What follows belongs to an exercise in optimizing a design on an open flow for small area, a short achievable clock period and few clock cycles; a production flow would make more cautious choices. Where RTL was checked, it was by simulation tests only, not by an equivalence proof against the original. The RTL of run 1 was laid out without a check of its function. Power figures rest on the tool's default switching activity, not on a simulated workload.

[flow/config.mk]
export PLATFORM = sky130hd
export DESIGN_NAME = dma_sound
export DESIGN_NICKNAME = dma_sound
export VERILOG_FILES = /design/flow/design.v
export SDC_FILE = /design/flow/constraint.sdc
export NUM_CORES = 4
export LEC_CHECK = 0
export CAP_MARGIN = 20
export CORE_MARGIN = 2
export CORE_UTILIZATION = 40
export PLACE_DENSITY = 0.6
export SLEW_MARGIN = 20
[flow/constraint.sdc]
create_clock -name core_clock -period 22.0 [get_ports {clk}]
set_input_delay 4.4000 -clock core_clock [delete_from_list [all_inputs] [get_ports {clk}]]
set_output_delay 4.4000 -clock core_clock [all_outputs]
set_load 0.01 [all_outputs]
[flow/design.v]
module dma_sound (
    input  wire        clk,
    input  wire        rst,
    input  wire        cmd_valid,
    output wire        cmd_ready,
    input  wire [2:0]  cmd_op,        
    input  wire [7:0]  cmd_reg,
    input  wire [7:0]  cmd_wdata,
    input  wire [63:0] cmd_clk_c,
    input  wire [63:0] cmd_clk_d,
    input  wire [15:0] cmd_cap,
    input  wire [31:0] cmd_addr,
    input  wire [31:0] cmd_size,
    output wire        rsp_valid,
    output wire [7:0]  rsp_rdata,
    output wire        rsp_active,
    output wire [15:0] rsp_count,
    output wire        rsp_cycle_valid,
    output wire [63:0] rsp_cycle,
    output wire        rsp_desync,
    output wire [23:0] rsp_win_addr,
    output wire [23:0] rsp_win_size,
    output wire        rsp_overlap,
    output wire [15:0] rsp_syn_count,
    output wire        mem_req,
    output wire [23:0] mem_addr,
    input  wire        mem_ack,
    input  wire [15:0] mem_rdata,
    output wire        smp_valid,
    output wire [7:0]  smp_left,
    output wire [7:0]  smp_right,
    output wire        smp_underflow
);
    localparam OP_RD = 3'd0, OP_WR = 3'd1, OP_POLL = 3'd2,
               OP_WIN = 3'd3, OP_OVL = 3'd4, OP_SYN = 3'd5;
    localparam S_IDLE  = 4'd0,    
               S_EXEC  = 4'd1,    
               S_PREW  = 4'd2,    
               S_MUL   = 4'd4,    
               S_SETUP = 4'd5,    
               S_TICK  = 4'd6,    
               S_FETCH = 4'd7,    
               S_PEND  = 4'd8;    
    reg [3:0]  st, st_n;
    reg        f_mula, f_mxx, f_d8, f_pre;
    reg        rdy;
    reg        rst_r;
    reg [2:0]  c_op;
    reg [7:0]  c_reg;
    reg [7:0]  c_wdata;
    reg [63:0] acc;       
    reg [23:0] q_addr, q_size;
    reg        q_addr_hi, q_size_hi, q_size_nz;
    reg [60:0] dd;        
    reg [63:0] xx;        
    reg [15:0] capleft;
    reg [15:0] syn_n;
    reg        go_r;
    reg        post_syn, post_pred;
    reg        play;
    reg        h_rep, r_rep, h_mono, r_mono;
    reg [1:0]  h_rate, r_rate;
    reg [7:0]  hold [1:9];
    reg [7:0]  regs [1:9];
    reg [23:1] counter;
    reg [7:0]  fbuf [0:7];
    reg [2:0]  rptr, wptr;
    reg [3:0]  fsize;
    reg [5:0]  k;
    reg [15:0] sig_count;
    reg [63:0] cycle;
    reg        ack_r;
    reg [15:0] rdata_r;
    reg        rv, sv, suf, cv, desync, mreq;
    reg [7:0]  smp_l, smp_r;
    integer i;
    assign cmd_ready       = rdy;
    assign rsp_valid       = rv;
    assign rsp_rdata       = acc[7:0];
    assign rsp_active      = play;
    assign rsp_count       = sig_count;
    assign rsp_cycle_valid = cv;
    assign rsp_cycle       = acc;
    assign rsp_desync      = desync;
    assign rsp_win_addr    = acc[23:0];
    assign rsp_win_size    = acc[47:24];
    assign rsp_overlap     = acc[0];
    assign rsp_syn_count   = syn_n;
    assign mem_req         = mreq;
    assign mem_addr        = {counter, 1'b0};
    assign smp_valid       = sv;
    assign smp_left        = smp_l;
    assign smp_right       = smp_r;
    assign smp_underflow   = suf;
    wire [23:1] base_a = {regs[1], regs[2], regs[3][7:1]};
    wire [23:1] end_a  = {regs[7], regs[8], regs[9][7:1]};
    wire [23:1] hbase  = {hold[1], hold[2], hold[3][7:1]};
    reg  [5:0] n_dec;
    always @(*) begin
        case (r_rate)
            2'd0: n_dec = 6'd40;
            2'd1: n_dec = 6'd20;
            2'd2: n_dec = 6'd10;
            default: n_dec = 6'd5;
        endcase
    end
    wire [5:0] k_inc  = k + 6'd1;
    wire [5:0] k_next = (k_inc >= n_dec) ? 6'd0 : k_inc;
    wire [23:0] cdiff      = {1'b0, end_a} - {1'b0, counter};
    wire        cnt_lt_end = !cdiff[23] && (cdiff[22:0] != 23'd0);
    wire        eob        = (cdiff[22:0] == 23'd1);
    wire        needs_read = play && (fsize <= 4'd6) && cnt_lt_end;
    wire        silent     = !play && (fsize == 4'd0);
    wire [23:1] cnt_inc    = counter + 23'd1;
    wire [23:0] wdiff    = {1'b0, end_a} - {1'b0, base_a};
    wire        end_ge   = !wdiff[23];
    wire        win_ok   = end_ge && (wdiff[22:3] != 20'd0);
    wire [2:0] rptr1 = rptr + 3'd1;
    wire [2:0] wptr1 = wptr + 3'd1;
    wire [7:0] f_b0  = fbuf[rptr];
    wire [7:0] f_b1  = fbuf[rptr1];
    wire [63:0] d8      = {dd, 3'b000};
    wire [63:0] add_a   = f_mula ? acc : cycle;
    wire [63:0] add_b   = f_mxx ? xx : (f_d8 ? d8 : 64'd0);
    wire [64:0] sum65   = {1'b0, add_a} + {1'b0, add_b};
    wire [63:0] sum     = sum65[63:0];
    wire [63:0] cs_y    = f_d8 ? d8 : 64'd0;
    wire [63:0] cs_s    = cycle ^ cs_y ^ ~acc;
    wire [63:0] cs_k    = (cycle & cs_y) | (cycle & ~acc) | (cs_y & ~acc);
    wire [65:0] cs_t    = {2'b00, cs_s} + {1'b0, cs_k, 1'b0} + {65'd0, !f_pre};
    wire        c_lt    = (cs_t[65:64] == 2'b00) || (cs_t[65:64] == 2'b01 && sum65[64]);
    wire        c_gt    = cs_t[64];
    wire        cap_more = (capleft[15:1] != 15'd0);
    wire        go_next  = cap_more && c_lt;
    wire        rem_pos  = cnt_lt_end && ((cdiff[22:3] != 20'd0) || (cdiff[2:0] > 3'd4));
    wire [25:0] rem5     = {1'b0, cdiff[22:0], 2'b00} + {3'd0, cdiff[22:0]} - 26'd20;
    wire [2:0]  xshift   = 3'd3 - {1'b0, r_rate} + {2'b00, r_mono};
    wire [63:0] x_new    = {35'd0, rem5, 3'b000} << xshift;
    wire        cv_new   = play && win_ok && rem_pos;
    wire        mul_last = (dd[60:1] == 60'd0);
    wire       wr_in  = (c_reg <= 8'd16);
    wire [4:0] widx   = c_reg[4:0];
    reg  [7:0] nh [1:9];
    reg        nh_rep, nh_mono;
    reg  [1:0] nh_rate;
    always @(*) begin
        for (i = 1; i <= 9; i = i + 1)
            nh[i] = (wr_in && widx == i) ? c_wdata : hold[i];
        nh_rep  = (wr_in && widx == 5'd0)  ? c_wdata[6]   : h_rep;
        nh_mono = (wr_in && widx == 5'd16) ? c_wdata[0]   : h_mono;
        nh_rate = (wr_in && widx == 5'd16) ? c_wdata[7:6] : h_rate;
    end
    wire new_play  = (wr_in && widx == 5'd0) ? c_wdata[7] : play;
    wire wr_commit = wr_in && ((new_play != play) || !play);
    wire wr_start  = wr_in && !play && new_play;
    wire wr_stop   = wr_in && play && !new_play;
    wire [23:1] nh_base = {nh[1], nh[2], nh[3][7:1]};
    reg [7:0] rd_val;
    always @(*) begin
        rd_val = 8'd0;
        if (c_reg == 8'd0)       rd_val = {play, r_rep, 6'd0};
        else if (c_reg <= 8'd9)  rd_val = regs[c_reg[3:0]];
        else if (c_reg == 8'd16) rd_val = {r_rate, 5'd0, r_mono};
    end
    wire [24:0] q_end  = {1'b0, q_addr} + {1'b0, q_size};
    wire ovl = play && q_size_nz && end_ge && (wdiff[22:0] != 23'd0) &&
               !q_addr_hi && (q_addr < {end_a, 1'b0}) &&
               (q_size_hi || ({1'b0, base_a, 1'b0} < q_end));
    wire fetch_t  = !silent && (k == 6'd0);
    wire mono_chg = eob && h_rep && (h_mono != r_mono);
    wire fast     = needs_read && mreq && (fsize >= 4'd5) && !mono_chg;
    wire slow     = fetch_t && needs_read && !fast;
    wire stall    = mreq && (k != 6'd0);      
    wire tick_go  = (st == S_TICK) && go_r && !stall;
    wire do_push = ack_r && ((st == S_TICK) || (st == S_FETCH) || (st == S_PEND));
    wire fetch_done = (st == S_FETCH) && !mreq && !ack_r && !needs_read;
    wire do_pop  = (tick_go && fetch_t && !slow) || fetch_done;
    wire done_t  = (tick_go && !slow) || fetch_done;
    wire       pop_uf  = (fsize == 4'd0);
    wire       pop_two = !r_mono && (fsize >= 4'd2);
    wire [7:0] pop_l   = pop_uf ? 8'd0 : f_b0;
    wire [7:0] pop_r   = pop_uf ? 8'd0 : (pop_two ? f_b1 : f_b0);
    wire [1:0] pop_cnt = pop_uf ? 2'd0 : (pop_two ? 2'd2 : 2'd1);
    always @(*) begin
        st_n = st;
        case (st)
        S_IDLE:  if (cmd_valid)
                     st_n = (cmd_op == OP_POLL) ? S_MUL :
                            (cmd_op == OP_SYN)  ? S_SETUP : S_EXEC;
        S_EXEC:  st_n = (c_op != OP_WR) ? S_IDLE : wr_commit ? S_PREW : S_MUL;
        S_PREW:  st_n = S_MUL;
        S_MUL:   if (mul_last) st_n = S_IDLE;
        S_SETUP: st_n = S_TICK;
        S_TICK: begin
            if (!go_r)                       st_n = S_IDLE;
            else if (stall)                  st_n = S_TICK;
            else if (slow)                   st_n = S_FETCH;
            else if (fetch_t && needs_read)  st_n = go_next ? S_TICK : S_PEND;
            else                             st_n = go_next ? S_TICK : S_IDLE;
        end
        S_FETCH: if (!mreq && !ack_r && !needs_read)
                     st_n = go_next ? S_TICK : S_IDLE;
        S_PEND:  if (!mreq) st_n = S_IDLE;
        default: st_n = S_IDLE;
        endcase
        if (rst_r) st_n = S_IDLE;
    end
    wire respond = (st_n == S_IDLE) && (st != S_IDLE);
    always @(posedge clk) begin
        rst_r   <= rst;
        rdata_r <= mem_rdata;
        st     <= st_n;
        q_addr    <= cmd_addr[23:0];
        q_addr_hi <= (cmd_addr[31:24] != 8'd0);
        q_size    <= cmd_size[23:0];
        q_size_hi <= (cmd_size[31:24] != 8'd0);
        q_size_nz <= (cmd_size != 32'd0);
        f_mula <= (st_n == S_MUL) && (st == S_MUL);
        f_mxx  <= (st_n == S_MUL) && ((st == S_MUL) ? dd[1] : (st == S_IDLE) ? cmd_clk_d[0] : dd[0]);
        f_d8   <= (st_n == S_TICK) || (st_n == S_FETCH);
        f_pre  <= (st_n == S_MUL) && (st != S_MUL);
        if (rdy) begin
            c_op    <= cmd_op;
            c_reg   <= cmd_reg;
            c_wdata <= cmd_wdata;
            acc     <= cmd_clk_c;
            dd      <= cmd_clk_d[60:0];
            capleft <= cmd_cap;
        end
        if (st == S_IDLE || st == S_PREW) begin
            xx <= x_new;
            cv <= cv_new;
        end
        if (f_pre)
            desync <= c_gt;
        if (st == S_MUL) begin
            acc <= sum;
            xx  <= {xx[62:0], 1'b0};
            dd  <= {1'b0, dd[60:1]};
        end
        if (do_push) begin
            fbuf[wptr]  <= rdata_r[7:0];
            fbuf[wptr1] <= rdata_r[15:8];
        end
        if (rst_r) begin
            rdy       <= 1'b1;
            play      <= 1'b0;
            h_rep     <= 1'b0;
            r_rep     <= 1'b0;
            h_mono    <= 1'b0;
            r_mono    <= 1'b0;
            h_rate    <= 2'd0;
            r_rate    <= 2'd0;
            for (i = 1; i <= 9; i = i + 1) begin
                hold[i] <= 8'd0;
                regs[i] <= 8'd0;
            end
            counter   <= 23'd0;
            rptr      <= 3'd0;
            wptr      <= 3'd0;
            fsize     <= 4'd0;
            k         <= 6'd0;
            sig_count <= 16'd0;
            cycle     <= 64'd0;
            smp_l     <= 8'd0;
            smp_r     <= 8'd0;
            suf       <= 1'b0;
            mreq      <= 1'b0;
            ack_r     <= 1'b0;
            rv        <= 1'b0;
            sv        <= 1'b0;
            post_syn  <= 1'b0;
            post_pred <= 1'b0;
            go_r      <= 1'b0;
        end else begin
            rv    <= respond;
            sv    <= 1'b0;
            ack_r <= mreq && mem_ack;
            if (respond) rdy <= 1'b1;
            if (st == S_IDLE && cmd_valid) rdy <= 1'b0;
            if (do_push) begin
                wptr <= wptr + 3'd2;
                if (eob) begin
                    if (h_rep) begin
                        r_rep  <= h_rep;
                        r_mono <= h_mono;
                        r_rate <= h_rate;
                        for (i = 1; i <= 9; i = i + 1)
                            regs[i] <= hold[i];
                        counter   <= hbase;
                        sig_count <= sig_count + 16'd2;
                    end else begin
                        play      <= 1'b0;
                        counter   <= 23'd0;
                        sig_count <= sig_count + 16'd1;
                    end
                end else begin
                    counter <= cnt_inc;
                end
            end
            if (do_pop) begin
                smp_l <= pop_l;
                smp_r <= pop_r;
                rptr  <= rptr + {1'b0, pop_cnt};
            end
            if (do_push || do_pop)
                fsize <= fsize + (do_push ? 4'd2 : 4'd0) - {2'b00, do_pop ? pop_cnt : 2'd0};
            if (done_t) begin
                sv      <= 1'b1;
                suf     <= do_pop && pop_uf;
                cycle   <= sum;
                capleft <= capleft - 16'd1;
                syn_n   <= syn_n + 16'd1;
                if (!silent) k <= k_next;
                go_r    <= go_next;
            end
            case (st)
            S_IDLE: begin
                if (post_syn) begin
                    regs[4] <= counter[23:16];
                    regs[5] <= counter[15:8];
                    regs[6] <= {counter[7:1], 1'b0};
                end
                if (post_pred)
                    sig_count <= 16'd0;
                post_syn  <= 1'b0;
                post_pred <= 1'b0;
                syn_n     <= 16'd0;
            end
            S_EXEC: begin
                case (c_op)
                OP_WR: begin
                    if (wr_in) begin
                        for (i = 1; i <= 9; i = i + 1)
                            hold[i] <= nh[i];
                        h_rep  <= nh_rep;
                        h_mono <= nh_mono;
                        h_rate <= nh_rate;
                        play   <= new_play;
                        if (wr_commit) begin
                            for (i = 1; i <= 9; i = i + 1)
                                regs[i] <= nh[i];
                            r_rep  <= nh_rep;
                            r_mono <= nh_mono;
                            r_rate <= nh_rate;
                        end
                        if (wr_start) begin
                            counter   <= nh_base;
                            sig_count <= sig_count + 16'd1;
                        end
                        if (wr_stop) begin
                            counter   <= 23'd0;
                            sig_count <= sig_count + 16'd1;
                        end
                    end
                end
                OP_RD:  acc[7:0] <= rd_val;
                OP_WIN: begin
                    acc[23:0]  <= play ? {base_a, 1'b0} : 24'd0;
                    acc[47:24] <= (play && end_ge) ? {wdiff[22:0], 1'b0} : 24'd0;
                end
                OP_OVL: acc[0] <= ovl;
                default: ;
                endcase
            end
            S_MUL: if (mul_last) post_pred <= 1'b1;
            S_SETUP: begin
                go_r <= (capleft != 16'd0) && c_lt;
                mreq <= (capleft != 16'd0) && (k == 6'd0) && needs_read;
            end
            S_TICK: begin
                if (!go_r) begin
                    mreq     <= 1'b0;
                    post_syn <= 1'b1;
                end else if (stall) begin
                    if (mem_ack) mreq <= 1'b0;
                end else if (slow) begin
                    mreq <= mreq && !mem_ack;
                end else if (fetch_t && needs_read) begin
                    mreq <= !mem_ack;
                end else if (!go_next) begin
                    mreq     <= 1'b0;
                    post_syn <= 1'b1;
                end else begin
                    mreq <= !silent && (k_next == 6'd0) && needs_read;
                end
            end
            S_FETCH: begin
                if (mreq) begin
                    if (mem_ack) mreq <= 1'b0;
                end else if (ack_r) begin
                end else if (needs_read) begin
                    mreq <= 1'b1;
                end else if (!go_next) begin
                    post_syn <= 1'b1;
                end
            end
            S_PEND: begin
                if (mreq) begin
                    if (mem_ack) mreq <= 1'b0;
                end else begin
                    post_syn <= 1'b1;
                end
            end
            default: ;
            endcase
        end
        if (rst)
            rdy <= 1'b0;
    end
endmodule
[flow/run.sh]
#!/bin/bash
# synth_recipe.tcl (not shown) runs the flow's synth.tcl, then flattens the netlist and writes it again
# the make line also repeats each setting of config.mk as NAME=value (left out here)
make -C /OpenROAD-flow-scripts/flow DESIGN_CONFIG=/design/flow/config.mk WORK_HOME=/design/flow/orfs CLKGATE_MAP_FILE= SYNTH_SCRIPT=/design/flow/synth_recipe.tcl finish
==> results of run 1 <==
metrics by stage:
stage	utilization, %	cell area (um2)	setup WS, ns	total power, mW	hold WS [ns]
3_3_place_gp	45.1	51300	15.07	2.55	0.442
4_1_cts	47.5	54100	15.08	3.98	0.455
3_5_place_dp	45.1	51300	14.93	2.56	0.447
5_1_grt	47.5	54100	14.57	4.13	0.471
2_1_floorplan	-	45800	16.37	2.14	0.425
6_report	47.5	54100	14.98	3.96	0.452
tightest hold or removal path: stages, from the launching register on:
cell	delay [ns]
dfxtp_1	0.30
inv_1	0.04
o21ai_1	0.06
routing by layer:
layer | routed length [um] | global-route usage [%] | up-vias
met5 | 15 | 0 | -
met4 | 6800 | 10.9 | 2
met3 | 11300 | 3.62 | 282
met2 | 72800 | 42.1 | 1612
met1 | 73400 | 37.8 | 20087
li1 | - | - | 19630
cells in the final DEF (no fill, tap or decap), types with 91 or more instances in the layout:
cell,count
nor2_1,404
clkdlybuf4s50_1,443
mux2i_1,120
dfxtp_1,435
nand3_1,162
o21ai_0,253
nand2_1,727
nor3_1,91
ha_1,311
mux2_2,157
and2_1,93
inv_1,253
a21oi_1,442
edfxtp_1,238
area by class of cell:
cell class              instances  area share [%]
clock inverters                34           0.816
inverters                     257            1.78
flip-flops and latches        678            29.5
well taps                    1512            3.49
clock buffers                 118            4.40
repair buffers                525            9.37
multi-input cells            4006            50.7
cell families after synthesis:
kind of cell    after synthesis  share of synthesized area, %
other cells                   1                       0.00819
xor+xnor                    138                          2.64
compound gates             1324                          18.7
simple gates               1850                          18.7
mux                         313                          8.23
fa+ha+maj                   380                          11.5
flops                       678                          34.8
buf+inv                     599                          5.44
power by group through the flow:
stage,registers (mW),clock network [mW],logic [mW]
finish,1.61,1.42,0.937
CTS,1.61,1.44,0.934
global route,1.62,1.49,1.02
floorplan,1.57,0,0.577
global placement,1.63,0,0.918
detailed placement,1.63,0,0.930
worst max path at each step:
stage          cells past startpoint       start        to
3_3_place_gp                       9   cmd_op[2]        rv
6_report                          20  regs[9][2]  fsize[3]
3_5_place_dp                       9   cmd_op[2]        rv
4_1_cts                           20  regs[9][2]  fsize[3]
5_1_grt                           20  regs[9][2]  fsize[3]
2_1_floorplan                      8   cmd_op[2]        rv
cell usage after synthesis, types with 36 or more instances:
cell type	instances	area, um2
a21oi_1	444	2220
edfxtp_1	238	7150
a211oi_1	43	323
o21a_1	43	323
and3_1	73	457
buf_1	36	135
nand3_1	162	811
nor4_1	64	400
nand2_1	732	2750
nor3_1	93	465
clkbuf_1	235	882
buf_4	59	443
nand2b_1	37	231
fa_1	68	1360
inv_1	253	950
xor2_1	57	499
mux2i_1	120	1200
or3_1	37	231
xnor2_1	81	709
nand4_1	40	250
a31oi_1	53	332
ha_1	311	3890
dfxtp_1	440	8810
nor2_1	405	1520
a21o_1	84	631
o221a_2	44	495
o21ai_0	253	1270
mux2_2	157	1770
and2_1	93	582
o211ai_1	74	556
==> summary.txt, run 1 <==
Power Density 73.2 nW/um2; Vias 41613; width of the die 342 um; Rows 124; clk buf depth 3; largest net degree at the start of global routing 193; I/O Pins 448; Synth Register Bits 678; DRT Pass-1 Iters 6; layout cells sized above 1 9.02%; critical path class reg -> reg; Die Area 117000 um2; Port Buffer Count 443; gr usage total 27.0%; Core Box Area 114000 um2; HP Start capleft[9]; Max-slew headroom 26.9%; Via density 5.84; Worst Path Arrival 7.62 ns; CP peak stage delay 0.78 ns; biggest regs hold: 72 flops, regs: 72 flops; TNS Setup 0 ns; Synth cell types 97; WHS Path Cells 2; H-tree depth 3; CP max FO 25; Sw Ratio 31.8%; Crit path max-delay family compound AO/OA/AOI/OAI gates; Synth async-reset ratio 0%; Setup Buffers After CTS 0; wire per inst 23.1 um; reg2reg path depth 20; final antenna-violating net count 0; fillers 10988; Post-CTS Resized 0; DRC Markers 0; R2R setup slack 14.98 ns; Ys Warns 12; fin crit period 7.02 ns; mean post-synth cell area 8.67 um2; Worst-Margin Slew 1.09 ns; Clock Pin Slew Worst Setup and Hold Paths 0.06 ns; initial antenna violation count 3; max-slew violation count 0; critical-path cell list inv_1 -> fa_1 -> nand2b_1 -> a21oi_1 -> o2111ai_1 -> o21ai_1 -> xnor2_1 -> nand4b_1 -> nor4_4 -> a31oi_1 -> buf_4 -> a31oi_2 -> a21o_1 -> nand2_1 -> fa_1 -> ha_1 -> inv_1 -> fa_1 -> xnor2_1 -> a211oi_1; FF-to-FF Start regs[9][2]; P_leak 21.6 nW; period utilization 31.9%; Post-Place Cells 6978; Die Ht 342 um; worst path buffer plus inverter count 3; Required @ worst endpoint 22.59 ns; Max-Cap Viols 0; Mapped Cells 5283; Sink Count 678; final hold vios 0; Non-Filler Instances 7130; worst r2r dst fsize[3]; combinational share of power 23.6%; f_max 142 MHz; cell area after synthesis 45800 um2; Register Area 16000 um2; Post-synth EDFFs 238; Clk Latency, worst-skew pair 0.69 ns; Multi-input gate area 27400 um2; Layout Nets 6176; post-detail-place hpwl 123000 um; Setup violations, final 0; gr ovfl total 0; Worst Hold End capleft[9]; first-pass GRT wire length 244000 um; Layout area overhead 18.2%; CP Launch Type register; CP dominant cell by count fa_1; net switching power 1.26 mW; final WL 164000 um; hold crit path type reg -> reg; Int Power 2.70 mW; ANT cells 0; Post-CTS Hold Buffers 0; CP max-delay cell a21o_1; sequential power share 40.6%; vias in the first global route 39058; status finished clean; nature of the critical path endpoint register; register area share after synthesis 34.8%; Clk pwr share 35.8%; CTS tree done; Initial Utilization 40.2%; RSZ-0062 raised after global routing false; CTS root buf clkbuf_16; RePlAce Congestion 0.959; ys flop type dfxtp_1; DRT iter0 DRCs 3468; VDD IR-drop max 0.0000586 V; cts bufs inserted 82; post-route clock skew 0.0270 ns
==> run 2: changes to the inputs <==
--- a/flow/design.v
+++ b/flow/design.v
@@ -39,6 +39,4 @@
                S_MUL   = 4'd4,    
-               S_SETUP = 4'd5,    
-               S_TICK  = 4'd6,    
-               S_FETCH = 4'd7,    
-               S_PEND  = 4'd8;    
+               S_TICK  = 4'd5,    
+               S_FETCH = 4'd6;    
     reg [3:0]  st, st_n;
@@ -57,3 +55,2 @@
     reg [15:0] syn_n;
-    reg        go_r;
     reg        post_syn, post_pred;
@@ -126,10 +123,5 @@
     wire [63:0] sum     = sum65[63:0];
-    wire [63:0] cs_y    = f_d8 ? d8 : 64'd0;
-    wire [63:0] cs_s    = cycle ^ cs_y ^ ~acc;
-    wire [63:0] cs_k    = (cycle & cs_y) | (cycle & ~acc) | (cs_y & ~acc);
-    wire [65:0] cs_t    = {2'b00, cs_s} + {1'b0, cs_k, 1'b0} + {65'd0, !f_pre};
-    wire        c_lt    = (cs_t[65:64] == 2'b00) || (cs_t[65:64] == 2'b01 && sum65[64]);
-    wire        c_gt    = cs_t[64];
-    wire        cap_more = (capleft[15:1] != 15'd0);
-    wire        go_next  = cap_more && c_lt;
+    wire [64:0] cmpv    = {1'b0, cycle} + {1'b0, ~acc} + {64'd0, !f_pre};
+    wire        c_ge    = cmpv[64];
+    wire        go      = (capleft != 16'd0) && !c_ge;
     wire        rem_pos  = cnt_lt_end && ((cdiff[22:3] != 20'd0) || (cdiff[2:0] > 3'd4));
@@ -164,6 +156,11 @@
     end
-    wire [24:0] q_end  = {1'b0, q_addr} + {1'b0, q_size};
+    wire [24:0] ov_x = {1'b0, q_addr};
+    wire [24:0] ov_y = {1'b0, q_size};
+    wire [24:0] ov_z = ~{1'b0, base_a, 1'b0};
+    wire [24:0] ov_s = ov_x ^ ov_y ^ ov_z;
+    wire [24:0] ov_k = (ov_x & ov_y) | (ov_x & ov_z) | (ov_y & ov_z);
+    wire [25:0] ov_t = {1'b0, ov_s} + {ov_k, 1'b0};
     wire ovl = play && q_size_nz && end_ge && (wdiff[22:0] != 23'd0) &&
                !q_addr_hi && (q_addr < {end_a, 1'b0}) &&
-               (q_size_hi || ({1'b0, base_a, 1'b0} < q_end));
+               (q_size_hi || ov_t[25]);
     wire fetch_t  = !silent && (k == 6'd0);
@@ -173,4 +170,4 @@
     wire stall    = mreq && (k != 6'd0);      
-    wire tick_go  = (st == S_TICK) && go_r && !stall;
-    wire do_push = ack_r && ((st == S_TICK) || (st == S_FETCH) || (st == S_PEND));
+    wire tick_go  = (st == S_TICK) && go && !stall;
+    wire do_push = ack_r && ((st == S_TICK) || (st == S_FETCH));
     wire fetch_done = (st == S_FETCH) && !mreq && !ack_r && !needs_read;
@@ -188,3 +185,3 @@
                      st_n = (cmd_op == OP_POLL) ? S_MUL :
-                            (cmd_op == OP_SYN)  ? S_SETUP : S_EXEC;
+                            (cmd_op == OP_SYN)  ? S_TICK : S_EXEC;
         S_EXEC:  st_n = (c_op != OP_WR) ? S_IDLE : wr_commit ? S_PREW : S_MUL;
@@ -192,13 +189,9 @@
         S_MUL:   if (mul_last) st_n = S_IDLE;
-        S_SETUP: st_n = S_TICK;
         S_TICK: begin
-            if (!go_r)                       st_n = S_IDLE;
-            else if (stall)                  st_n = S_TICK;
+            if (stall)                       st_n = S_TICK;
+            else if (!go)                    st_n = S_IDLE;
             else if (slow)                   st_n = S_FETCH;
-            else if (fetch_t && needs_read)  st_n = go_next ? S_TICK : S_PEND;
-            else                             st_n = go_next ? S_TICK : S_IDLE;
         end
         S_FETCH: if (!mreq && !ack_r && !needs_read)
-                     st_n = go_next ? S_TICK : S_IDLE;
-        S_PEND:  if (!mreq) st_n = S_IDLE;
+                     st_n = S_TICK;
         default: st_n = S_IDLE;
@@ -221,6 +214,6 @@
         f_pre  <= (st_n == S_MUL) && (st != S_MUL);
+        c_op    <= cmd_op;
+        c_reg   <= cmd_reg;
+        c_wdata <= cmd_wdata;
         if (rdy) begin
-            c_op    <= cmd_op;
-            c_reg   <= cmd_reg;
-            c_wdata <= cmd_wdata;
             acc     <= cmd_clk_c;
@@ -234,3 +227,3 @@
         if (f_pre)
-            desync <= c_gt;
+            desync <= c_ge;
         if (st == S_MUL) begin
@@ -273,3 +266,2 @@
             post_pred <= 1'b0;
-            go_r      <= 1'b0;
         end else begin
@@ -314,3 +306,2 @@
                 if (!silent) k <= k_next;
-                go_r    <= go_next;
             end
@@ -328,2 +319,3 @@
                 syn_n     <= 16'd0;
+                mreq      <= (st_n == S_TICK) && (k == 6'd0) && needs_read;
             end
@@ -366,12 +358,8 @@
             S_MUL: if (mul_last) post_pred <= 1'b1;
-            S_SETUP: begin
-                go_r <= (capleft != 16'd0) && c_lt;
-                mreq <= (capleft != 16'd0) && (k == 6'd0) && needs_read;
-            end
             S_TICK: begin
-                if (!go_r) begin
+                if (stall) begin
+                    if (mem_ack) mreq <= 1'b0;
+                end else if (!go) begin
                     mreq     <= 1'b0;
                     post_syn <= 1'b1;
-                end else if (stall) begin
-                    if (mem_ack) mreq <= 1'b0;
                 end else if (slow) begin
@@ -380,5 +368,2 @@
                     mreq <= !mem_ack;
-                end else if (!go_next) begin
-                    mreq     <= 1'b0;
-                    post_syn <= 1'b1;
                 end else begin
@@ -393,11 +378,2 @@
                     mreq <= 1'b1;
-                end else if (!go_next) begin
-                    post_syn <= 1'b1;
-                end
-            end
-            S_PEND: begin
-                if (mreq) begin
-                    if (mem_ack) mreq <= 1'b0;
-                end else begin
-                    post_syn <= 1'b1;
                 end
==> run 2 against run 1 <==
- sequential power decreased by 12%
- clock-buffer cell count decreased by 15
- core utilization up 0.42 points
- sequential share of layout area increased by 1.2 points
- design area shrank 5.2%
- sequential cell count decreased by 1
- register-to-register slack better by 0.38 ns
- still clean on timing, DRC and antenna
==> summary.txt, run 2 <==
status finished clean; CP max-delay cell dfxtp_1; nature of the critical path endpoint output pin; Clock Pin Slew Worst Setup and Hold Paths 0.06 ns (about the same); Post-synth EDFFs 219 (-8.0%); commonest cells in the netlist 741 x nand2_1, 458 x dfxtp_1, 431 x a21oi_1, 376 x nor2_1, 346 x inv_1; Die Ht 332 um (-2.9%); CTS tree done; RePlAce Congestion 0.961 (+0.21%); Port Buffer Count 443 (unchanged); final total power 3.16 mW (-20%); Required @ worst endpoint 17.60 ns (-4.99 ns); final antenna-violating net count 0 (unchanged); TNS Setup 0 ns (unchanged); Crit path max-delay family flip-flops; WHS Path Cells 2 (unchanged); Clk pwr share 45.0% (+9.2 points); commonest non-fill, non-tap cell in the layout nand2_1; Worst-Margin Slew 1.22 ns (+0.128 ns); Post-CTS Resized 0 (unchanged); initial antenna violation count 10 (+7); DRT iter0 DRCs 3837 (+11%); FF-to-FF Start counter[8]; biggest regs hold: 72 flops, regs: 72 flops; sequential power share 44.7% (+4.1 points); Ys Warns 12 (unchanged); Worst Path Arrival 2.27 ns (-5.35 ns); Die Area 110000 um2 (-5.8%); mean post-synth cell area 8.44 um2 (-2.6%); P_leak 20.4 nW (-5.5%); f_max 150 MHz (+5.3%); gr usage total 29.1% (+2.1 points); WL met2 71700 um (-1.6%); Synth async-reset ratio 0% (unchanged); period utilization 30.3% (-1.6 points); reg2reg path depth 22 (+10%); Synth cell types 85 (-12%); Int Power 2.33 mW (-14%); layout cells sized above 1 7.26% (-1.8 points); CP Launch Point acc[0]; Layout Nets 5946 (-3.7%); Via density 5.88 (+0.68%); final WL 166000 um (+1.1%); Sw Ratio 26.3% (-5.5 points); HP Start hold[7][3]; Layout area overhead 19.1%; vias in the first global route 37593 (-3.8%); ys flop type dfxtp_1; uppermost layer routed met5; Synth area leaders dfxtp_1 21%, edfxtp_1 15%, ha_1 8.2%, nand2_1 6.4%, a21oi_1 5.0%; hold crit path type reg -> reg; Sink Count 677 (-0.15%); CP peak stage delay 0.81 ns (+0.03 ns); first-pass GRT wire length 245000 um (+0.29%); Power Density 61.5 nW/um2 (-16%); width of the die 332 um (-2.9%); post-detail-place hpwl 123000 um (about the same); H-tree depth 3 (unchanged); DRT Pass-1 Iters 7 (+1); commonest non-fill, non-tap cells in the layout 737 x nand2_1, 454 x dfxtp_1, 443 x clkdlybuf4s50_1, 430 x a21oi_1, 374 x nor2_1; final hold vios 0 (unchanged); Vias 40310 (-3.1%); largest net degree at the start of global routing 101 (-48%); critical path class reg -> out; share of the synthesized area in the top cell type 21.3% (+2.0 points); critical-path cell list clkdlybuf4s50_1; CTS root buf clkbuf_16; Max-slew headroom 18.5% (-8.4 points); register area share after synthesis 36.5% (+1.7 points); Clk Latency, worst-skew pair 0.69 ns (about the same); clk buf depth 3 (unchanged); Mapped Cells 5110 (-3.3%); combinational share of power 10.3% (-13 points); net switching power 0.832 mW (-34%); R2R setup slack 15.36 ns (+0.38 ns); Synth Register Bits 677 (-0.15%); worst r2r dst xx[27]; Post-CTS Hold Buffers 0 (unchanged); CP max FO 7 (-72%); Core Box Area 107000 um2 (-6.0%); max-slew violation count 0 (unchanged); Rows 120 (-3.2%); cts bufs inserted 80 (-2.4%); cell area after synthesis 43100 um2 (-5.8%); gr ovfl total 0 (unchanged); DRC Markers 0 (unchanged); worst path buffer plus inverter count 1 (-2); VDD IR-drop max 0.0000619 V (+5.7%); I/O Pins 448 (unchanged); fin crit period 6.67 ns (-0.353 ns); routed wire length on met3 13800 um (+22%); wire length on met1 73400 um (about the same); wire per inst 24.2 um (+5.1%); Synth area leader dfxtp_1; RSZ-0062 raised after global routing false; Initial Utilization 40.3% (+0.075 points); Setup violations, final 0 (unchanged); cell with the most instances after synthesis nand2_1; Max-Cap Viols 0 (unchanged); CP Launch Type register; Setup Buffers After CTS 0 (unchanged); Worst Hold End hold[7][3]; post-route clock skew 0.0355 ns (+0.00853 ns)
## run 2: changes by cell type after synthesis, moves of 29 or more
cell      before  now
a22o_1         7   75
and2_1        93   61
fa_1          68   29
inv_1        253  346
mux2_2       157   72
mux2i_1      120  150
nand3_1      162  131
nor2_1       405  376
o211ai_1      74   43
o221a_2       44   12
## run 2: how the worst max path moves through the flow
| stage | endpoint | depth (start not counted) |
|---|---|---|
| floorplan | mreq | 7 |
| finish | rsp_overlap | 1 |
| global placement | mreq | 8 |
| global route | xx[29] | 21 |
| detailed placement | f_mxx | 6 |
| CTS | rsp_overlap | 1 |
## run 2: kinds of logic after synthesis
family,after synthesis,synth area share [%]
buf+inv,683,6.50
fa+ha+maj,312,9.56
simple gates,1737,18.4
flops,677,36.5
compound gates,1323,19.5
other cells,1,0.00870
xor+xnor,123,2.50
mux,254,7.03
## run 2: layout make-up
cell class | instances | area, um2
Antenna cell | 2 | 5.00
Fill cell | 10396 | 55700
Timing Repair Buffer | 526 | 5060
Multi-Input combinational cell | 3751 | 24700
Clock buffer | 103 | 2180
Inverter | 351 | 1320
Sequential cell | 677 | 15800
Clock inverter | 47 | 607
Tap cell | 1403 | 1760
## run 2: power groups by stage
stage / Sequential (mW) / Clock, mW / Combinational [mW]
after global routing: 1.41 / 1.49 / 0.353
after detailed placement: 1.44 / 0 / 0.323
after CTS: 1.41 / 1.44 / 0.325
final: 1.41 / 1.42 / 0.326
after global placement: 1.44 / 0 / 0.320
after floorplan: 1.40 / 0 / 0.168
## run 2: routing by layer
layer	global-route usage, %	up-vias
li1	-	18758
met1	41.0	19425
met2	44.2	1820
met3	4.92	299
met4	11.4	8
met5	0	-
## run 2: metrics by stage
stage               std cells  instance area (um2)  utilization, %  hold slack [ns]  setup WS [ns]
finish                   6860                51400            48.0            0.458          15.33
global route             6858                51300            48.0            0.472          15.02
CTS                      6857                51300            48.0            0.458          15.34
detailed placement       6707                48600            45.4            0.448          15.47
global placement         6707                48600            45.4            0.443          15.47
floorplan                5111                43100               -            0.435          16.25
## run 2: worst min-delay path, cell delays in order (launching register included)
cell	delay, ns
dfxtp_1	0.31
nand2_1	0.05
a21oi_1	0.05
Testbench counts of run 2, summed over its fixed seeds: cycles 134,918.
==> run 3: changes to the inputs <==
--- a/flow/design.v
+++ b/flow/design.v
@@ -38,2 +38,3 @@
                S_PREW  = 4'd2,    
+               S_PREW2 = 4'd7,    
                S_MUL   = 4'd4,    
@@ -41,3 +42,3 @@
                S_FETCH = 4'd6;    
-    reg [3:0]  st, st_n;
+    reg [3:0]  st, st_n, st_b;
     reg        f_mula, f_mxx, f_d8, f_pre;
@@ -49,4 +50,2 @@
     reg [63:0] acc;       
-    reg [23:0] q_addr, q_size;
-    reg        q_addr_hi, q_size_hi, q_size_nz;
     reg [60:0] dd;        
@@ -57,2 +56,3 @@
     reg        play;
+    reg        play_d;
     reg        h_rep, r_rep, h_mono, r_mono;
@@ -69,3 +69,2 @@
     reg        ack_r;
-    reg [15:0] rdata_r;
     reg        rv, sv, suf, cv, desync, mreq;
@@ -75,3 +74,3 @@
     assign rsp_valid       = rv;
-    assign rsp_rdata       = acc[7:0];
+    assign rsp_rdata       = dd[7:0];
     assign rsp_active      = play;
@@ -81,5 +80,5 @@
     assign rsp_desync      = desync;
-    assign rsp_win_addr    = acc[23:0];
-    assign rsp_win_size    = acc[47:24];
-    assign rsp_overlap     = acc[0];
+    assign rsp_win_addr    = xx[23:0];
+    assign rsp_win_size    = xx[47:24];
+    assign rsp_overlap     = dd[8];
     assign rsp_syn_count   = syn_n;
@@ -107,5 +106,6 @@
     wire        cnt_lt_end = !cdiff[23] && (cdiff[22:0] != 23'd0);
-    wire        eob        = (cdiff[22:0] == 23'd1);
-    wire        needs_read = play && (fsize <= 4'd6) && cnt_lt_end;
-    wire        silent     = !play && (fsize == 4'd0);
+    reg         lt_end_r, eob;
+    reg         ack_rr;
+    wire        needs_read = play_d && (fsize <= 4'd6) && lt_end_r;
+    wire        silent     = !play_d && (fsize == 4'd0);
     wire [23:1] cnt_inc    = counter + 23'd1;
@@ -126,2 +126,3 @@
     wire        go      = (capleft != 16'd0) && !c_ge;
+    wire        cap_last = (capleft[15:1] == 15'd0);    
     wire        rem_pos  = cnt_lt_end && ((cdiff[22:3] != 20'd0) || (cdiff[2:0] > 3'd4));
@@ -129,6 +130,7 @@
     wire [2:0]  xshift   = 3'd3 - {1'b0, r_rate} + {2'b00, r_mono};
-    wire [63:0] x_new    = {35'd0, rem5, 3'b000} << xshift;
-    wire        cv_new   = play && win_ok && rem_pos;
+    reg  [25:0] r5;       
+    wire [63:0] x_new    = {35'd0, r5, 3'b000} << xshift;
+    wire        cv_new   = play_d && win_ok && rem_pos;
     wire        mul_last = (dd[60:1] == 60'd0);
-    wire       wr_in  = (c_reg <= 8'd16);
+    wire       wr_in  = (c_reg <= 8'd16) && (st == S_EXEC) && (c_op == OP_WR);
     wire [4:0] widx   = c_reg[4:0];
@@ -144,6 +146,6 @@
     end
-    wire new_play  = (wr_in && widx == 5'd0) ? c_wdata[7] : play;
-    wire wr_commit = wr_in && ((new_play != play) || !play);
-    wire wr_start  = wr_in && !play && new_play;
-    wire wr_stop   = wr_in && play && !new_play;
+    wire new_play  = (wr_in && widx == 5'd0) ? c_wdata[7] : play_d;
+    wire wr_commit = wr_in && ((new_play != play_d) || !play_d);
+    wire wr_start  = wr_in && !play_d && new_play;
+    wire wr_stop   = wr_in && play_d && !new_play;
     wire [23:1] nh_base = {nh[1], nh[2], nh[3][7:1]};
@@ -152,3 +154,3 @@
         rd_val = 8'd0;
-        if (c_reg == 8'd0)       rd_val = {play, r_rep, 6'd0};
+        if (c_reg == 8'd0)       rd_val = {play_d, r_rep, 6'd0};
         else if (c_reg <= 8'd9)  rd_val = regs[c_reg[3:0]];
@@ -156,2 +158,7 @@
     end
+    wire [23:0] q_addr    = xx[23:0];
+    wire [23:0] q_size    = xx[47:24];
+    wire        q_addr_hi = xx[48];
+    wire        q_size_hi = xx[49];
+    wire        q_size_nz = xx[50];
     wire [24:0] ov_x = {1'b0, q_addr};
@@ -162,3 +169,3 @@
     wire [25:0] ov_t = {1'b0, ov_s} + {ov_k, 1'b0};
-    wire ovl = play && q_size_nz && end_ge && (wdiff[22:0] != 23'd0) &&
+    wire ovl = play_d && q_size_nz && end_ge && (wdiff[22:0] != 23'd0) &&
                !q_addr_hi && (q_addr < {end_a, 1'b0}) &&
@@ -172,5 +179,6 @@
     wire do_push = ack_r && ((st == S_TICK) || (st == S_FETCH));
-    wire fetch_done = (st == S_FETCH) && !mreq && !ack_r && !needs_read;
+    wire fetch_done = (st == S_FETCH) && !mreq && !ack_r && !ack_rr && !needs_read;
     wire do_pop  = (tick_go && fetch_t && !slow) || fetch_done;
     wire done_t  = (tick_go && !slow) || fetch_done;
+    wire end_now = cap_last && ((tick_go && !slow && !(fetch_t && needs_read)) || fetch_done);
     wire       pop_uf  = (fsize == 4'd0);
@@ -181,20 +189,29 @@
     always @(*) begin
-        st_n = st;
+        st_b = st;
         case (st)
-        S_IDLE:  if (cmd_valid)
-                     st_n = (cmd_op == OP_POLL) ? S_MUL :
-                            (cmd_op == OP_SYN)  ? S_TICK : S_EXEC;
-        S_EXEC:  st_n = (c_op != OP_WR) ? S_IDLE : wr_commit ? S_PREW : S_MUL;
-        S_PREW:  st_n = S_MUL;
-        S_MUL:   if (mul_last) st_n = S_IDLE;
+        S_EXEC:  st_b = (c_op != OP_WR) ? S_IDLE : wr_commit ? S_PREW : S_MUL;
+        S_PREW:  st_b = S_PREW2;
+        S_PREW2: st_b = S_MUL;
+        S_MUL:   if (mul_last) st_b = S_IDLE;
         S_TICK: begin
-            if (stall)                       st_n = S_TICK;
-            else if (!go)                    st_n = S_IDLE;
-            else if (slow)                   st_n = S_FETCH;
+            if (stall)                       st_b = S_TICK;
+            else if (!go)                    st_b = S_IDLE;
+            else if (slow)                   st_b = S_FETCH;
+            else if (end_now)                st_b = S_IDLE;
         end
-        S_FETCH: if (!mreq && !ack_r && !needs_read)
-                     st_n = S_TICK;
-        default: st_n = S_IDLE;
+        S_FETCH: if (fetch_done)
+                     st_b = end_now ? S_IDLE : S_TICK;
+        default: st_b = S_IDLE;
         endcase
-        if (rst_r) st_n = S_IDLE;
+    end
+    wire idle    = (st == S_IDLE) && !rst_r;
+    wire in_poll = cmd_valid && (cmd_op == OP_POLL);
+    wire in_syn  = cmd_valid && (cmd_op == OP_SYN);
+    always @(*) begin
+        if (rst_r)
+            st_n = S_IDLE;
+        else if (st == S_IDLE)
+            st_n = !cmd_valid ? S_IDLE : in_poll ? S_MUL : in_syn ? S_TICK : S_EXEC;
+        else
+            st_n = st_b;
     end
@@ -203,13 +220,12 @@
         rst_r   <= rst;
-        rdata_r <= mem_rdata;
         st     <= st_n;
-        q_addr    <= cmd_addr[23:0];
-        q_addr_hi <= (cmd_addr[31:24] != 8'd0);
-        q_size    <= cmd_size[23:0];
-        q_size_hi <= (cmd_size[31:24] != 8'd0);
-        q_size_nz <= (cmd_size != 32'd0);
-        f_mula <= (st_n == S_MUL) && (st == S_MUL);
-        f_mxx  <= (st_n == S_MUL) && ((st == S_MUL) ? dd[1] : (st == S_IDLE) ? cmd_clk_d[0] : dd[0]);
-        f_d8   <= (st_n == S_TICK) || (st_n == S_FETCH);
-        f_pre  <= (st_n == S_MUL) && (st != S_MUL);
+        play_d <= play && !rst_r;
+        lt_end_r <= cnt_lt_end;
+        eob      <= (cdiff[22:0] == 23'd1);
+        ack_rr   <= ack_r;
+        f_mula <= !rst_r && (st == S_MUL) && !mul_last;
+        f_mxx  <= idle ? (in_poll && cmd_clk_d[0]) :
+                  !rst_r && (st_b == S_MUL) && ((st == S_MUL) ? dd[1] : dd[0]);
+        f_d8   <= idle ? in_syn : !rst_r && ((st_b == S_TICK) || (st_b == S_FETCH));
+        f_pre  <= idle ? in_poll : !rst_r && (st_b == S_MUL) && (st != S_MUL) && (st != S_IDLE);
         c_op    <= cmd_op;
@@ -217,3 +233,4 @@
         c_wdata <= cmd_wdata;
-        if (rdy) begin
+        r5 <= rem5;
+        if (st == S_IDLE) begin
             acc     <= cmd_clk_c;
@@ -222,3 +239,6 @@
         end
-        if (st == S_IDLE || st == S_PREW) begin
+        if (st == S_IDLE && cmd_op == OP_OVL)
+            xx <= {13'd0, (cmd_size != 32'd0), (cmd_size[31:24] != 8'd0),
+                   (cmd_addr[31:24] != 8'd0), cmd_size[23:0], cmd_addr[23:0]};
+        else if (st == S_IDLE || st == S_PREW2) begin
             xx <= x_new;
@@ -233,5 +253,5 @@
         end
-        if (do_push) begin
-            fbuf[wptr]  <= rdata_r[7:0];
-            fbuf[wptr1] <= rdata_r[15:8];
+        if (mreq && mem_ack) begin
+            fbuf[wptr]  <= mem_rdata[7:0];
+            fbuf[wptr1] <= mem_rdata[15:8];
         end
@@ -276,7 +296,7 @@
                     if (h_rep) begin
-                        r_rep  <= h_rep;
-                        r_mono <= h_mono;
-                        r_rate <= h_rate;
+                        r_rep  <= nh_rep;
+                        r_mono <= nh_mono;
+                        r_rate <= nh_rate;
                         for (i = 1; i <= 9; i = i + 1)
-                            regs[i] <= hold[i];
+                            regs[i] <= nh[i];
                         counter   <= hbase;
@@ -319,3 +339,3 @@
                 syn_n     <= 16'd0;
-                mreq      <= (st_n == S_TICK) && (k == 6'd0) && needs_read;
+                mreq      <= in_syn && (k == 6'd0) && needs_read;
             end
@@ -348,8 +368,8 @@
                 end
-                OP_RD:  acc[7:0] <= rd_val;
+                OP_RD:  dd[7:0] <= rd_val;
                 OP_WIN: begin
-                    acc[23:0]  <= play ? {base_a, 1'b0} : 24'd0;
-                    acc[47:24] <= (play && end_ge) ? {wdiff[22:0], 1'b0} : 24'd0;
+                    xx[23:0]  <= play_d ? {base_a, 1'b0} : 24'd0;
+                    xx[47:24] <= (play_d && end_ge) ? {wdiff[22:0], 1'b0} : 24'd0;
                 end
-                OP_OVL: acc[0] <= ovl;
+                OP_OVL: dd[8] <= ovl;
                 default: ;
@@ -368,2 +388,5 @@
                     mreq <= !mem_ack;
+                end else if (end_now) begin
+                    mreq     <= 1'b0;
+                    post_syn <= 1'b1;
                 end else begin
@@ -375,5 +398,7 @@
                     if (mem_ack) mreq <= 1'b0;
-                end else if (ack_r) begin
+                end else if (ack_r || ack_rr) begin
                 end else if (needs_read) begin
                     mreq <= 1'b1;
+                end else if (end_now) begin
+                    post_syn <= 1'b1;
                 end
==> flow/flow/run.sh (new file) <==
#!/bin/bash
# The standard layout (standard.sh: standard synthesis, floorplan, placement,
# CTS, routing, finish) with two changes to how it is made:
#  - the buffer that buffer_ports puts on every input and output port is a buf_2
#    rather than the default delay buffer (every port still gets its own buffer);
#  - repair_timing aims for 16.2 ns of setup slack at the design's 22 ns clock,
#    so it sizes up the cells on the slowest paths. The SDC is unchanged.
# The make output goes to flow.log here; ORFS keeps each step's log under orfs/logs/.
set -euo pipefail
export BUFFER_PORTS_ARGS="-buffer_cell sky130_fd_sc_hd__buf_2"
export SETUP_SLACK_MARGIN=16.2
bash standard.sh finish > flow.log 2>&1
==> flow/standard.sh (new file) <==
#!/bin/bash
# synth_recipe.tcl (not shown) runs the flow's synth.tcl, then flattens the netlist and writes it again
# the make line also repeats each setting of config.mk as NAME=value (left out here)
make -C /OpenROAD-flow-scripts/flow DESIGN_CONFIG=/design/flow/config.mk WORK_HOME=/design/flow/orfs CLKGATE_MAP_FILE= SYNTH_SCRIPT=/design/flow/synth_recipe.tcl "${@:-finish}"
--- a/flow/config.mk
+++ b/flow/config.mk
@@ -9,4 +9,4 @@
 export CORE_MARGIN = 2
-export CORE_UTILIZATION = 40
-export PLACE_DENSITY = 0.6
+export CORE_UTILIZATION = 60
+export PLACE_DENSITY = 0.75
 export SLEW_MARGIN = 20
removed: flow/run.sh
==> run 3 against run 2 <==
- still clean on timing, DRC and antenna
- largest cell class unchanged
- critical path type unchanged
- combinational power increased by 56%
- routed wire length decreased by 11%
- largest power group is now sequential cells
- worst hold slack worse by 0.093 ns
==> summary.txt, run 3 <==
status finished clean; share of the synthesized area in the top cell type 20.1% (-1.1 points); Via density 6.39 (+8.7%); post-detail-place hpwl 110000 um (-10%); placed inst area 45100 um2 (-7.0%); DRT iter0 DRCs 4437 (+16%); Multi-input gate area 25000 um2 (+1.1%); biggest regs hold: 72 flops, regs: 72 flops; Crit path max-delay family flip-flops; DRT Pass-1 Iters 9 (+2); cell area after layout 47700 um2 (-7.1%); Post-synth EDFFs 213 (-2.7%); Core Box Area 70300 um2 (-34%); CTS tree done; Mapped Cells 4951 (-3.1%); f_max 172 MHz (+15%); hold_ws 0.365 ns (-0.0926 ns); worst path buffer plus inverter count 1 (unchanged); first-pass GRT wire length 221000 um (-9.8%); Port Buffer Count 443 (unchanged); final antenna-violating net count 0 (unchanged); CP Launch Type register; gr ovfl total 0 (unchanged); Register Area 15100 um2 (-4.2%); Max-slew headroom 20.9% (+2.4 points); Die Area 73500 um2 (-34%); Non-Filler Instances 6186 (-9.8%); DRC Markers 0 (unchanged); clk buf depth 3 (unchanged); Required @ worst endpoint 17.60 ns (about the same); Clock Pin Slew Worst Setup and Hold Paths 0.06 ns (about the same); CTS root buf clkbuf_16; nature of the critical path endpoint output pin; Synth Register Bits 643 (-5.0%); max-slew violation count 0 (unchanged); CP peak stage delay 0.57 ns (-0.24 ns); Layout Nets 5735 (-3.5%); TNS Setup 0 ns (unchanged); gr usage total 39.0% (+9.9 points); Synth area leader dfxtp_1; initial antenna violation count 16 (+6); Power Density 66.2 nW/um2 (+7.7%); Worst-Margin Slew 1.18 ns (-0.0371 ns); wire per inst 23.9 um (-1.5%); Worst Path Arrival 1.41 ns (-0.86 ns); commonest non-fill, non-tap cells in the layout 497 x nor2_1, 459 x nand2_1, 443 x buf_2, 371 x dfxtp_1, 358 x inv_1; cell with the most instances after synthesis nor2_1; routed wire length on met3 14400 um (+4.6%); RePlAce Congestion 0.986 (+2.6%); commonest non-fill, non-tap cell in the layout nor2_1; period utilization 26.4% (-3.9 points); Ys Warns 12 (unchanged); Post-Place Cells 6037 (-10%); Post-CTS Hold Buffers 0 (unchanged); Clk Latency, worst-skew pair 0.65 ns (-0.04 ns); final core occ 67.9% (+20 points); Initial Utilization 60.9% (+21 points); largest net degree at the start of global routing 107 (+5.9%); CP max FO 4 (-3); vias in the first global route 36420 (-3.1%); register area share after synthesis 35.1% (-1.4 points); Synth cell types 92 (+8.2%); layout cells sized above 1 17.0% (+9.7 points); Die Ht 271 um (-18%); Setup violations, final 0 (unchanged); uppermost layer routed met5; CP max-delay cell dfxtp_1; Max-Cap Viols 0 (unchanged); ys flop type dfxtp_1; post-route clock skew 0.0209 ns (-0.0146 ns); critical path class reg -> out; Synth area leaders dfxtp_1 20%, edfxtp_1 15%, ha_1 8.4%, nor2_1 4.4%, nand2_1 4.0%; H-tree depth 3 (unchanged); fillers 5814 (-44%); final hold vios 0 (unchanged); cts bufs inserted 72 (-10%); RSZ-0062 raised after global routing false; width of the die 271 um (-18%); cell area after synthesis 42800 um2 (-0.80%); commonest cells in the netlist 498 x nor2_1, 460 x nand2_1, 430 x dfxtp_1, 360 x inv_1, 318 x a21oi_1; P_leak 20.2 nW (-0.93%); Layout area overhead 11.5%; I/O Pins 448 (unchanged); wire length on met1 58600 um (-20%); Rows 97 (-19%); mean post-synth cell area 8.64 um2 (+2.4%); hold crit path type reg -> reg; final WL 148000 um (-11%); fin crit period 5.81 ns (-0.859 ns); Sink Count 643 (-5.0%); Synth async-reset ratio 0% (unchanged); VDD IR-drop max 0.0000622 V (+0.42%); critical-path cell list buf_2; Vias 39511 (-2.0%); WL met2 65400 um (-8.8%)
run 3: cell types whose count changed after synthesis, sizes merged, moves of 19 or more:
cell,change
a211oi,+81
a21oi,-113
a221oi,+21
and2,-19
clkbuf,+31
dfxtp,-28
mux2,+22
mux4,+19
nand2,-281
nor2,+128
o21a,-20
run 3: timing repair:
item / 4_1_cts / 5_1_grt
setup buffers: 0 / 1
endpoints found under the setup margin: 46 / 20
pin swaps: 0 / 1
resized for setup: 46 / 16
run 3: power by group:
| group | switching, mW | leakage (nW) | internal (mW) |
|---|---|---|---|
| sequential | 0.109 | 5.54 | 1.29 |
| combinational | 0.295 | 13.5 | 0.212 |
| clock | 0.542 | 1.19 | 0.708 |
run 3: stage by stage:
stage / worst slack (ns) / power (mW)
2_1_floorplan: 16.21 / 1.72
3_3_place_gp: 15.71 / 1.90
3_5_place_dp: 15.68 / 1.91
4_1_cts: 16.20 / 3.15
5_1_grt: 16.20 / 3.26
6_report: 16.19 / 3.16
run 3: path summary, 6_finish.rpt:
check	slack, ns	from	depth (start not counted)	to
worst min register to register	0.37	ack_r	0	ack_rr
worst min-delay path	0.37	ack_r	0	ack_rr
worst max-delay path	16.19	xx[31]	1	rsp_win_size[7]
worst max register to register	16.41	counter[1]	21	r5[24]
run 3: cell families (layout without fill, tap and decap cells):
logic type / after synthesis / in the layout / synth area share (%)
flip-flops: 643 / 643 / 35.1
XOR/XNOR: 143 / 143 / 2.93
buffers and inverters: 717 / 996 / 6.82
other: 1 / 17 / 0.00877
multiplexers: 300 / 300 / 8.79
adder cells (fa/ha/maj): 316 / 316 / 9.77
AND/OR/NAND/NOR: 1561 / 1561 / 17.1
AO/OA/AOI/OAI: 1270 / 1270 / 19.6
run 3: layout make-up:
type | count | share of cell area (%)
inverters | 361 | 2.85
repair buffers | 502 | 5.58
clock inverters | 45 | 1.04
flip-flops and latches | 643 | 31.6
diodes | 15 | 0.0787
multi-input cells | 3592 | 52.3
clock buffers | 88 | 4.05
well taps | 940 | 2.47
run 3: layer usage:
layer  track usage [%]  vias to the layer above
li1                  -                    18340
met1              51.8                    18636
met2              60.1                     2125
met3              7.15                      408
met4              21.5                        2
met5                 0                        -
Testbench counts of run 3, summed over its fixed seeds: cycles 133,190.
==> run 4: changes to the inputs <==
--- a/flow/design.v
+++ b/flow/design.v
@@ -52,3 +52,3 @@
     reg [63:0] xx;        
-    reg [15:0] capleft;
+    reg [15:0] cap;
     reg [15:0] syn_n;
@@ -118,2 +118,30 @@
     wire [7:0] f_b1  = fbuf[rptr1];
+    function [64:0] hc_add64(input [63:0] a, input [63:0] b);
+        reg [63:0] g, p, gg, pp, g2, p2;
+        integer l, j;
+        begin
+            g = a & b;
+            p = a ^ b;
+            gg = g;
+            pp = p;
+            for (j = 1; j < 64; j = j + 2) begin
+                gg[j] = g[j] | (p[j] & g[j - 1]);
+                pp[j] = p[j] & p[j - 1];
+            end
+            for (l = 1; l < 6; l = l + 1) begin
+                g2 = gg;
+                p2 = pp;
+                for (j = 1; j < 64; j = j + 2)
+                    if (j >= (1 << l) + 1) begin
+                        g2[j] = gg[j] | (pp[j] & gg[j - (1 << l)]);
+                        p2[j] = pp[j] & pp[j - (1 << l)];
+                    end
+                gg = g2;
+                pp = p2;
+            end
+            for (j = 2; j < 64; j = j + 2)
+                gg[j] = g[j] | (p[j] & gg[j - 1]);
+            hc_add64 = {gg[63], p ^ {gg[62:0], 1'b0}};
+        end
+    endfunction
     wire [63:0] d8      = {dd, 3'b000};
@@ -121,3 +149,3 @@
     wire [63:0] add_b   = f_mxx ? xx : (f_d8 ? d8 : 64'd0);
-    wire [64:0] sum65   = {1'b0, add_a} + {1'b0, add_b};
+    wire [64:0] sum65   = hc_add64(add_a, add_b);
     wire [63:0] sum     = sum65[63:0];
@@ -125,4 +153,5 @@
     wire        c_ge    = cmpv[64];
-    wire        go      = (capleft != 16'd0) && !c_ge;
-    wire        cap_last = (capleft[15:1] == 15'd0);    
+    wire [15:0] syn_inc  = syn_n + 16'd1;
+    wire        go       = (syn_n != cap) && !c_ge;
+    wire        cap_last = (syn_inc == cap);    
     wire        rem_pos  = cnt_lt_end && ((cdiff[22:3] != 20'd0) || (cdiff[2:0] > 3'd4));
@@ -237,3 +266,3 @@
             dd      <= cmd_clk_d[60:0];
-            capleft <= cmd_cap;
+            cap     <= cmd_cap;
         end
@@ -323,4 +352,3 @@
                 cycle   <= sum;
-                capleft <= capleft - 16'd1;
-                syn_n   <= syn_n + 16'd1;
+                syn_n   <= syn_inc;
                 if (!silent) k <= k_next;
--- a/flow/config.mk
+++ b/flow/config.mk
@@ -10,2 +10,4 @@
 export CORE_UTILIZATION = 60
+export CTS_CLUSTER_DIAMETER = 60
+export CTS_CLUSTER_SIZE = 25
 export PLACE_DENSITY = 0.75
==> run 4 against run 3 <==
- largest power group unchanged
- clock power fell by about 20%
- critical path type unchanged
- routed wire length decreased by 6.1%
- area after synthesis is 2.3% lower
- die area decreased by 2.3%
- register-to-register slack better by 0.07 ns
- clock skew increased by 0.026 ns
- critical endpoint is now rsp_cycle[34]
==> summary.txt, run 4 <==
Via density 6.18 (-3.3%); Die Area 71800 um2 (-2.3%); DRT Pass-1 Iters 8 (-1); Sink Count 643 (unchanged); commonest cells in the netlist 604 x nand2_1, 471 x nor2_1, 414 x dfxtp_1, 410 x inv_1, 303 x a21oi_1; commonest non-fill, non-tap cell in the layout nand2_1; hold crit path type reg -> reg; mean post-synth cell area 8.68 um2 (+0.42%); Synth cell types 94 (+2.2%); CP max-delay cell edfxtp_1; commonest non-fill, non-tap cells in the layout 603 x nand2_1, 470 x nor2_1, 443 x buf_2, 408 x inv_1, 367 x dfxtp_1; final total power 2.69 mW (-15%); register area share after synthesis 36.3% (+1.2 points); DRT iter0 DRCs 3716 (-16%); Port Buffer Count 443 (unchanged); Synth area leaders dfxtp_1 20%, edfxtp_1 16%, ha_1 8.5%, nand2_1 5.4%, nor2_1 4.2%; Synth area leader dfxtp_1; status finished clean; cell with the most instances after synthesis nand2_1; critical-path cell list buf_2; Die Ht 268 um (-1.2%); ys flop type dfxtp_1; post-route clock skew 0.0468 ns (+0.0259 ns); Rows 96 (-1.0%); clk buf depth 3 (unchanged); Power Density 58.1 nW/um2 (-12%); RSZ-0062 raised after global routing false; Ys Warns 12 (unchanged); critical path class reg -> out; Layout area overhead 10.5%; gr usage total 37.5% (-1.5 points); RePlAce Congestion 1.02 (+3.0%); Core Box Area 68800 um2 (-2.1%); Non-Filler Instances 6054 (-2.1%); f_max 173 MHz (+0.37%); final WL 139000 um (-6.1%); cell area after synthesis 41800 um2 (-2.3%); post-detail-place hpwl 104000 um (-5.1%); PnR worst setup slack 16.21 ns (+0.0218 ns); CTS root buf clkbuf_16; Worst-Margin Slew 1.21 ns (+0.0214 ns); cell area after layout 46200 um2 (-3.2%); placed inst area 44200 um2 (-2.1%); first-pass GRT wire length 205000 um (-7.2%); biggest regs hold: 72 flops, regs: 72 flops; P_leak 18.8 nW (-6.8%); cts bufs inserted 51 (-29%); TNS Setup 0 ns (unchanged); wire per inst 22.9 um (-4.1%); Synth async-reset ratio 0% (unchanged); Layout Nets 5649 (-1.5%); Post-Place Cells 5923 (-1.9%); Max-Cap Viols 0 (unchanged); CP max FO 3 (-1); Post-synth EDFFs 229 (+7.5%); final hold vios 0 (unchanged); VDD IR-drop max 0.0000656 V (+5.6%); nature of the critical path endpoint output pin; Required @ worst endpoint 17.60 ns (about the same); DP Worst Slack 15.62 ns (-0.0667 ns); CP Launch Type register; Mapped Cells 4815 (-2.7%); Vias 37411 (-5.3%); Initial Utilization 60.7% (-0.18 points); final antenna-violating net count 0 (unchanged); hold_ws 0.411 ns (+0.0461 ns); DRC Markers 0 (unchanged); Synth Register Bits 643 (unchanged); Worst Path Arrival 1.39 ns (-0.02 ns); I/O Pins 448 (unchanged); CP peak stage delay 0.55 ns (-0.02 ns); width of the die 268 um (-1.2%); Crit path max-delay family flip-flops; CTS tree done; Max-slew headroom 18.9% (-2.0 points); vias in the first global route 34322 (-5.8%); H-tree depth 2 (-1); final core occ 67.1% (-0.78 points); worst path buffer plus inverter count 1 (unchanged); initial antenna violation count 22 (+6); Clk Latency, worst-skew pair 0.67 ns (+0.02 ns); Setup violations, final 0 (unchanged); largest net degree at the start of global routing 92 (-14%); period utilization 26.3% (-0.099 points); max-slew violation count 0 (unchanged); gr ovfl total 0 (unchanged); Clock Pin Slew Worst Setup and Hold Paths 0.08 ns (+0.02 ns); share of the synthesized area in the top cell type 19.8% (-0.28 points); fin crit period 5.79 ns (-0.0218 ns); layout cells sized above 1 15.7% (-1.3 points)
==> run 4: cell types whose count changed after synthesis, sizes merged, moves of 24 or more <==
cell / delta
clkbuf: -52
nor3: -24
a22o: -62
fa: +31
inv: +50
a21o: -49
nand2: +147
a211oi: +32
mux2: -44
nor2: -29
==> run 4: per-layer routing <==
metal	up-vias	wire [um]	global-route usage (%)
li1	17539	-	-
met2	1812	62500	59.9
met1	17634	53200	46.7
met5	-	55	0
met3	418	13300	7.68
met4	8	9540	23.1
==> run 4: final timing paths <==
path         depth (start not counted)  startpoint  slack, ns            end
max reg2reg                         18       f_mxx      16.48        acc[63]
min reg2reg                          0       ack_r       0.41         ack_rr
min                                  0       ack_r       0.41         ack_rr
max                                  1     acc[34]      16.21  rsp_cycle[34]
==> run 4: cell type report <==
type | instances | area [um2]
Fill cell | 5742 | 22600
Timing Repair Buffer | 510 | 2730
Antenna cell | 22 | 55.1
Multi-Input combinational cell | 3441 | 23700
Clock buffer | 60 | 1340
Clock inverter | 36 | 448
Sequential cell | 643 | 15200
Tap cell | 931 | 1160
Inverter | 411 | 1550
==> run 4: timing repair <==
| item | CTS | global route |
|---|---|---|
| endpoints found under the setup margin | 48 | 10 |
| setup buffers | 10 | 3 |
| hold buffers | 0 | 0 |
| resized for setup | 38 | 7 |
==> run 4: cell families after synthesis <==
kind of cell               after synthesis  share of synthesized area, %
AOI/OAI and AO/OA                     1148                          17.5
other                                    1                       0.00898
buffers and inverters                  732                          7.19
adders and majority gates              344                          11.4
xor gates and xnor gates               140                          2.93
and+or+nand+nor                       1538                          16.6
DFF                                    643                          36.3
muxes                                  269                          8.06
==> run 4: where the power goes <==
part	switching [mW]	internal [mW]	leakage [nW]	total [mW]
clock	0.520	0.481	0.860	1.00
sequential	0.0727	1.28	5.55	1.35
combinational	0.201	0.132	12.4	0.333
total	0.793	1.89	18.8	2.69
Testbench counts of run 4, summed over its fixed seeds: cycles 133,190.

## afterwards: timing with drivers on the ports
No port has a modelled driver above. Below, the same layouts with a new extraction and two added sets of constraints.
Step 1 assumes that a clkbuf_16 drives the clock port and a buf_2 every other input.
Step 2 times the ports against the registers' clock, not the clock port: input delays grow and output delays shrink by t, the midpoint of the rising clock arrivals with the driver on.
a / b / c = ideal / step 1 / step 2; a / b = the first two.
run	shift t [ns]	setup slack, ns	slew at the worst register clock pin (ns)	worst data-port slew with drivers (ns)	pins driven straight from the clock port
run 1	0.746	14.975 / 14.975 / 14.861	0.07 / 0.07	0.14	1
run 2	0.741	15.328 / 15.256 / 15.343	0.07 / 0.07	0.15	1
run 3	0.710	16.186 / 16.117 / 15.726	0.07 / 0.07	0.13	1
run 4	0.705	16.208 / 16.146 / 15.483	0.10 / 0.10	0.17	1
After both steps every run listed still meets setup and hold. For run 4, which loses most, drivers alone change the setup slack by -0.062 ns; drivers and shift together by -0.725 ns.
